This design comes from an exercise in tuning for small area, a short achievable clock period and few clock cycles per item on the open sky130 flow, not from production work.
The RTL was checked by simulation tests, not by an equivalence proof against the original design.

[flow/run.sh]
#!/bin/bash
# synth_recipe.tcl (not shown) runs the flow's synth.tcl, then flattens the netlist and writes it again
# the make line also repeats each setting of config.mk as NAME=value (left out here)
make -C /OpenROAD-flow-scripts/flow DESIGN_CONFIG=/design/flow/config.mk WORK_HOME=/design/flow/orfs CLKGATE_MAP_FILE= SYNTH_SCRIPT=/design/flow/synth_recipe.tcl finish
[flow/config.mk]
export PLATFORM = sky130hd
export DESIGN_NAME = gf251_encode
export DESIGN_NICKNAME = gf251_encode
export VERILOG_FILES = /design/flow/design.v
export SDC_FILE = /design/flow/constraint.sdc
export NUM_CORES = 4
export LEC_CHECK = 0
export CAP_MARGIN = 20
export CORE_MARGIN = 2
export CORE_UTILIZATION = 40
export PLACE_DENSITY = 0.6
export SLEW_MARGIN = 20
[flow/constraint.sdc]
create_clock -name core_clock -period 22.0 [get_ports {clk}]
set_input_delay 4.4000 -clock core_clock [delete_from_list [all_inputs] [get_ports {clk}]]
set_output_delay 4.4000 -clock core_clock [all_outputs]
set_load 0.01 [all_outputs]
[flow/design.v]
module gf251_mul (
    input  wire [7:0] a,
    input  wire [7:0] b,
    output wire [7:0] p
);
    wire [15:0] prod = a * b;
    wire [15:0] rem  = prod % 16'd251;
    assign p = rem[7:0];
endmodule
module gf251_encode (
    input  wire         clk,
    input  wire         rst,
    input  wire         start,
    input  wire [3:0]   k,
    input  wire [7:0]   n,
    input  wire [7:0]   r,
    input  wire [111:0] px,         
    output wire         ready,
    output wire         out_valid,
    input  wire         out_ready,
    output wire         out_last,
    output wire         out_err,
    output wire [7:0]   out_m,      
    output wire [7:0]   out_d       
);
    localparam S_IDLE = 3'd0;
    localparam S_B0   = 3'd1;
    localparam S_B1   = 3'd2;
    localparam S_HF   = 3'd3;
    localparam S_HG   = 3'd4;
    localparam S_OUT  = 3'd5;
    localparam S_ERR  = 3'd6;
    reg [2:0] state;
    reg [3:0] kk;
    reg [7:0] nn;
    reg [7:0] rr;
    reg [7:0] f [0:7];
    reg [7:0] g [0:7];
    reg [7:0] j;
    reg [2:0] i;
    reg [7:0] acc;
    reg [7:0] m_r;
    reg [7:0] d_r;
    function [7:0] norm8(input [7:0] v);
        begin
            norm8 = (v >= 8'd251) ? v - 8'd251 : v;
        end
    endfunction
    function [7:0] fadd(input [7:0] a, input [7:0] b);
        reg [8:0] s;
        begin
            s = a + b;
            fadd = (s >= 9'd251) ? s - 9'd251 : s[7:0];
        end
    endfunction
    function [7:0] fsub(input [7:0] a, input [7:0] b);
        begin
            fsub = (a >= b) ? a - b : a + 8'd251 - b;
        end
    endfunction
    wire [7:0] pxn [0:13];
    genvar t;
    generate
        for (t = 0; t < 14; t = t + 1) begin : g_norm
            assign pxn[t] = norm8(px[8*t +: 8]);
        end
    endgenerate
    reg  [7:0] mul_a;
    reg  [7:0] mul_b;
    wire [7:0] mul_p;
    gf251_mul u_mul (.a(mul_a), .b(mul_b), .p(mul_p));
    always @(*) begin
        mul_a = acc;
        mul_b = j;
        case (state)
            S_B0: begin mul_a = rr; mul_b = f[0]; end
            S_B1: begin mul_a = rr; mul_b = f[1]; end
            default: ;
        endcase
    end
    wire [7:0] horner_f = fadd(mul_p, f[i]);
    wire [7:0] horner_g = fadd(mul_p, g[i]);
    wire       last_i   = ({1'b0, i} == kk - 4'd1);
    integer q;
    always @(posedge clk) begin
        if (rst) begin
            state <= S_IDLE;
        end else begin
            case (state)
                S_IDLE: if (start) begin
                    kk <= k;
                    nn <= n;
                    rr <= r;
                    f[0] <= (pxn[0] == 8'd0) ? 8'd1 : pxn[0];
                    f[1] <= (pxn[1] == 8'd0) ? 8'd1 : pxn[1];
                    for (q = 2; q < 8; q = q + 1) begin
                        f[q] <= pxn[q];
                        g[q] <= (k + q - 2 < 14) ? pxn[k + q - 2] : 8'd0;
                    end
                    if (k < 4'd3 || k > 4'd8 || n < {4'd0, k} || n > 8'd250)
                        state <= S_ERR;
                    else
                        state <= S_B0;
                end
                S_B0: begin
                    g[0] <= fsub(8'd0, mul_p);
                    state <= S_B1;
                end
                S_B1: begin
                    g[1] <= fsub(8'd0, mul_p);
                    j <= 8'd1;
                    i <= 3'd0;
                    acc <= 8'd0;
                    state <= S_HF;
                end
                S_HF: begin
                    if (last_i) begin
                        m_r <= horner_f;
                        acc <= 8'd0;
                        i <= 3'd0;
                        state <= S_HG;
                    end else begin
                        acc <= horner_f;
                        i <= i + 3'd1;
                    end
                end
                S_HG: begin
                    if (last_i) begin
                        d_r <= horner_g;
                        acc <= 8'd0;
                        i <= 3'd0;
                        state <= S_OUT;
                    end else begin
                        acc <= horner_g;
                        i <= i + 3'd1;
                    end
                end
                S_OUT: if (out_ready) begin
                    if (j == nn) begin
                        state <= S_IDLE;
                    end else begin
                        j <= j + 8'd1;
                        state <= S_HF;
                    end
                end
                S_ERR: if (out_ready) state <= S_IDLE;
                default: state <= S_IDLE;
            endcase
        end
    end
    assign ready     = (state == S_IDLE);
    assign out_valid = (state == S_OUT) || (state == S_ERR);
    assign out_last  = (state == S_ERR) || (j == nn);
    assign out_err   = (state == S_ERR);
    assign out_m     = m_r;
    assign out_d     = d_r;
endmodule
==> results.py <==
metrics = {
    "sta": {
        "fin_tns_setup_ps": 0,
        "finClkSkew_ps": 11.5,
        "fin_crit_ps": 18860,
        "post-route-period-util_pct": 85.7,
        "hold_viol": 0,
        "slew_headroom_pct": 15.2,
        "tightest_slew_ps": 1260,
        "finalSetupViolations": 0,
        "max_freq_mhz": 53.0,
        "slew_violations": 0,
        "rsz0062_at_grt": "false",
    },
    "setup_path": {
        "cp_max_fo": 26,
        "critical_path_arrival_ps": 19080,
        "crit_top_cell": "inv_1",
        "timing.rr.start": "state[0]",
        "cp.required_ps": 22210,
        "r2r_end": "acc[1]",
        "cpPeakStageDelay_ps": 880,
        "rrSetupSlack_ps": 3140,
        "reg2reg_depth": 56,
        "worstSetupStartpointType": "flip-flop",
        "crit_type": "flip-flop to flip-flop",
        "endpoint": "acc[1]",
        "slowest_stage": "a21oi_1",
        "setup.worst_path.start": "state[0]",
        "end_kind": "flip-flop",
    },
    "clock_network": {
        "hold_buffers": 0,
        "post-cts-setup-buffers": 0,
        "root_buffer": "clkbuf_16",
        "cts_tree": "yes",
        "clock_latency_ps": 460,
        "h-tree-depth": 4,
        "numCtsBuffers": 17,
        "clockBufferDepth": 2,
        "clkTransAtPathRegs_ps": 80,
        "ctsResizeCount": 0,
        "clock-sinks": 186,
    },
    "drt": {
        "wl_um": 91500,
        "drt-initial-drc-count": 2597,
        "num_vias": 21300,
        "firstDrtPassIters": 8,
        "drt-vias-per-instance": 6.83,
        "remaining_drc_errors": 0,
        "avgRoutedWirePerCell_um": 29.4,
        "drt.antenna.violating_nets": 0,
    },
    "yosys": {
        "yosys_register_bits": 186,
        "synthArstFlopShare_pct": 0,
        "yosysSeqAreaShare_pct": 28.4,
        "ys_warn_count": 3,
        "synth_cell_types": 115,
        "synth_edf_count": 183,
        "synth_ff_type": "edfxtp_1",
        "syn_nets": 2621,
        "syn_avg_cell_area_um2": 8.30,
        "netlist_area_um2": 19500,
        "synthCells": 2353,
    },
    "flow_run": {
        "cap_violations": 0,
    },
    "layout": {
        "seq_area_um2": 5560,
        "fillers": 4708,
        "layout-drive-gt1-share_pct": 8.37,
        "multi_input_area_um2": 13100,
        "area_growth_pct": 14.8,
        "nets": 2751,
        "fin_util_pct": 46.8,
        "final_cells": 3113,
    },
    "hold_path": {
        "min_path_type": "flip-flop to flip-flop",
    },
    "die": {
        "die_h_um": 225,
        "start_util_pct": 40.7,
        "die_w_um": 225,
        "core_area_um2": 47900,
        "dieArea_um2": 50600,
        "num_rows": 80,
        "boundaryPins": 156,
    },
    "grt": {
        "grt_pass1_vias": 20700,
        "grt_antenna_before_repair": 5,
        "grtUsageTotal_pct": 35.6,
        "grt-ovfl-total": 0,
        "grt_max_degree": 84,
        "grt_pass1_wl_um": 134000,
    },
    "place": {
        "io_buffers": 155,
        "dpl.hpwl_um": 70200,
        "placedCellCount": 3079,
        "place.gp.congestion": 1.05,
    },
    "status": {
        "outcome": "no timing/DRC/antenna violations",
    },
}
[cells in the final DEF, fill, tap and decap left out, types with 15 or more instances in the layout]
cell,synthesis,routed
nor4_1,47,46
mux2_2,31,31
and2_1,32,32
mux2i_1,38,37
inv_1,141,141
nor2_1,267,266
buf_4,4,43
edfxtp_1,183,183
o21ai_0,58,57
a221oi_1,29,29
a21oi_1,77,77
o22ai_1,267,267
nand4_1,17,17
o211ai_1,26,26
clkdlybuf4s50_1,0,155
and3_1,25,24
nand3_1,56,56
a211oi_1,22,22
a31oi_1,45,45
or2_2,44,44
o221ai_1,25,25
xnor2_1,62,62
nor3_1,76,74
a222oi_1,16,16
clkbuf_16,0,17
o21ai_1,26,25
xor2_1,37,37
nand2b_1,15,15
or3_1,16,16
ha_1,94,94
a21o_1,15,15
fa_1,38,38
nand2_1,232,232
[sequential cells by signal (all words and copies together), names as in the netlist, 8 cells and up]
name / flops
j: 8
acc: 8
g: 64
nn: 8
d_r: 8
f: 64
m_r: 8
rr: 8
[per-stage QoR]
step	setup slack, ps	hold slack [ps]	area (um2)
floorplan	6300	624	19500
global placement	3970	726	21800
detailed placement	3460	735	21800
CTS	3420	751	22400
global route	1630	777	22400
finish	3140	750	22400
[cells in the mapped netlist (all sizes together), types with 22 or more instances]
cell type / number / area [um2]
a211oi: 24 / 198
a21oi: 81 / 428
a221oi: 30 / 269
a31oi: 46 / 303
and2: 32 / 200
and3: 27 / 175
buf: 22 / 130
clkbuf: 65 / 244
edfxtp: 183 / 5500
fa: 38 / 761
ha: 94 / 1180
inv: 143 / 537
mux2: 32 / 360
mux2i: 38 / 380
nand2: 232 / 871
nand3: 56 / 280
nor2: 267 / 1000
nor3: 78 / 400
nor4: 47 / 294
o211ai: 27 / 208
o21ai: 87 / 447
o221ai: 25 / 219
o22ai: 267 / 1670
or2: 48 / 303
xnor2: 62 / 543
xor2: 38 / 340
[layout make-up]
cell class              instances  share of cell area [%]
clock inverters                15                   0.686
clock buffers                  17                    1.90
well taps                     615                    3.43
inverters                     143                    2.39
multi-input cells            1937                    58.4
repair buffers                198                    8.36
flip-flops and latches        186                    24.8
diodes                          2                  0.0223
[per-layer routing]
metal | vias to the layer above | share of wire (%) | global-route usage [%] | wire length, um
li1 | 9349 | - | - | -
met1 | 10000 | 37 | 40.7 | 33400
met2 | 1448 | 47 | 60.1 | 42700
met3 | 428 | 8.7 | 7.04 | 7970
met4 | 2 | 8.0 | 24.7 | 7340
met5 | - | 0.019 | 0 | 17
[critical path, delay by kind of cell (launching register included)]
kind                       cells  cell delay (ps)
AOI/OAI and AO/OA             20             5610
xor gates and xnor gates       4             1410
adders and majority gates      8             3500
buffers and inverters          5              390
DFF                            1              830
muxes                          5             2270
and+or+nand+nor               14             4520
[how the worst min path moves through the flow]
stage          cells past startpoint  start   end  slack [ps]
3_5_place_dp                       2   j[7]  j[7]         740
4_1_cts                            2   j[7]  j[7]         750
2_1_floorplan                      1   i[0]  i[0]         620
5_1_grt                            1   i[0]  i[0]         780
6_report                           2   j[7]  j[7]         750
3_3_place_gp                       2   j[7]  j[7]         730
[cell families after synthesis]
logic type                 count (synthesis)  share of synthesized area, %
xor gates and xnor gates                 100                          4.52
muxes                                     70                          3.79
DFF                                      186                          28.4
and+or+nand+nor                          878                          21.5
AOI/OAI and AO/OA                        757                          27.2
buffers and inverters                    230                          4.66
adders and majority gates                132                          9.92
Testbench counts, summed over its fixed seeds: cycles 43,554, items 3,482.

-- afterwards: timing with drivers on the ports --
In the flow no input, the clock included, has a driving cell. The finished layout below was timed again as built, in two steps.
Step 1, drivers: a clkbuf_16 drives clk and a buf_2 each remaining input, both assumed.
Step 2 moves the port delays by t, midway between the first and last clock arrival at a register: inputs arrive t later, outputs are due t later. That takes back most of the time a late clock gives input paths.
Slacks: ideal ports / drivers / drivers and shift; pairs: ideal ports / drivers.
t, ns: 0.499
setup slack, ns: 3.135 / 3.135 / 3.135
worst hold slack (ns): 0.750 / 0.750 / 0.750
worst setup path after step 2: register to register
worst register clock-pin slew, ns: 0.08 / 0.08
After both steps setup and hold are still met in this run. The setup slack of this run moves by 0.000 ns with the drivers and by 0.000 ns with both steps.
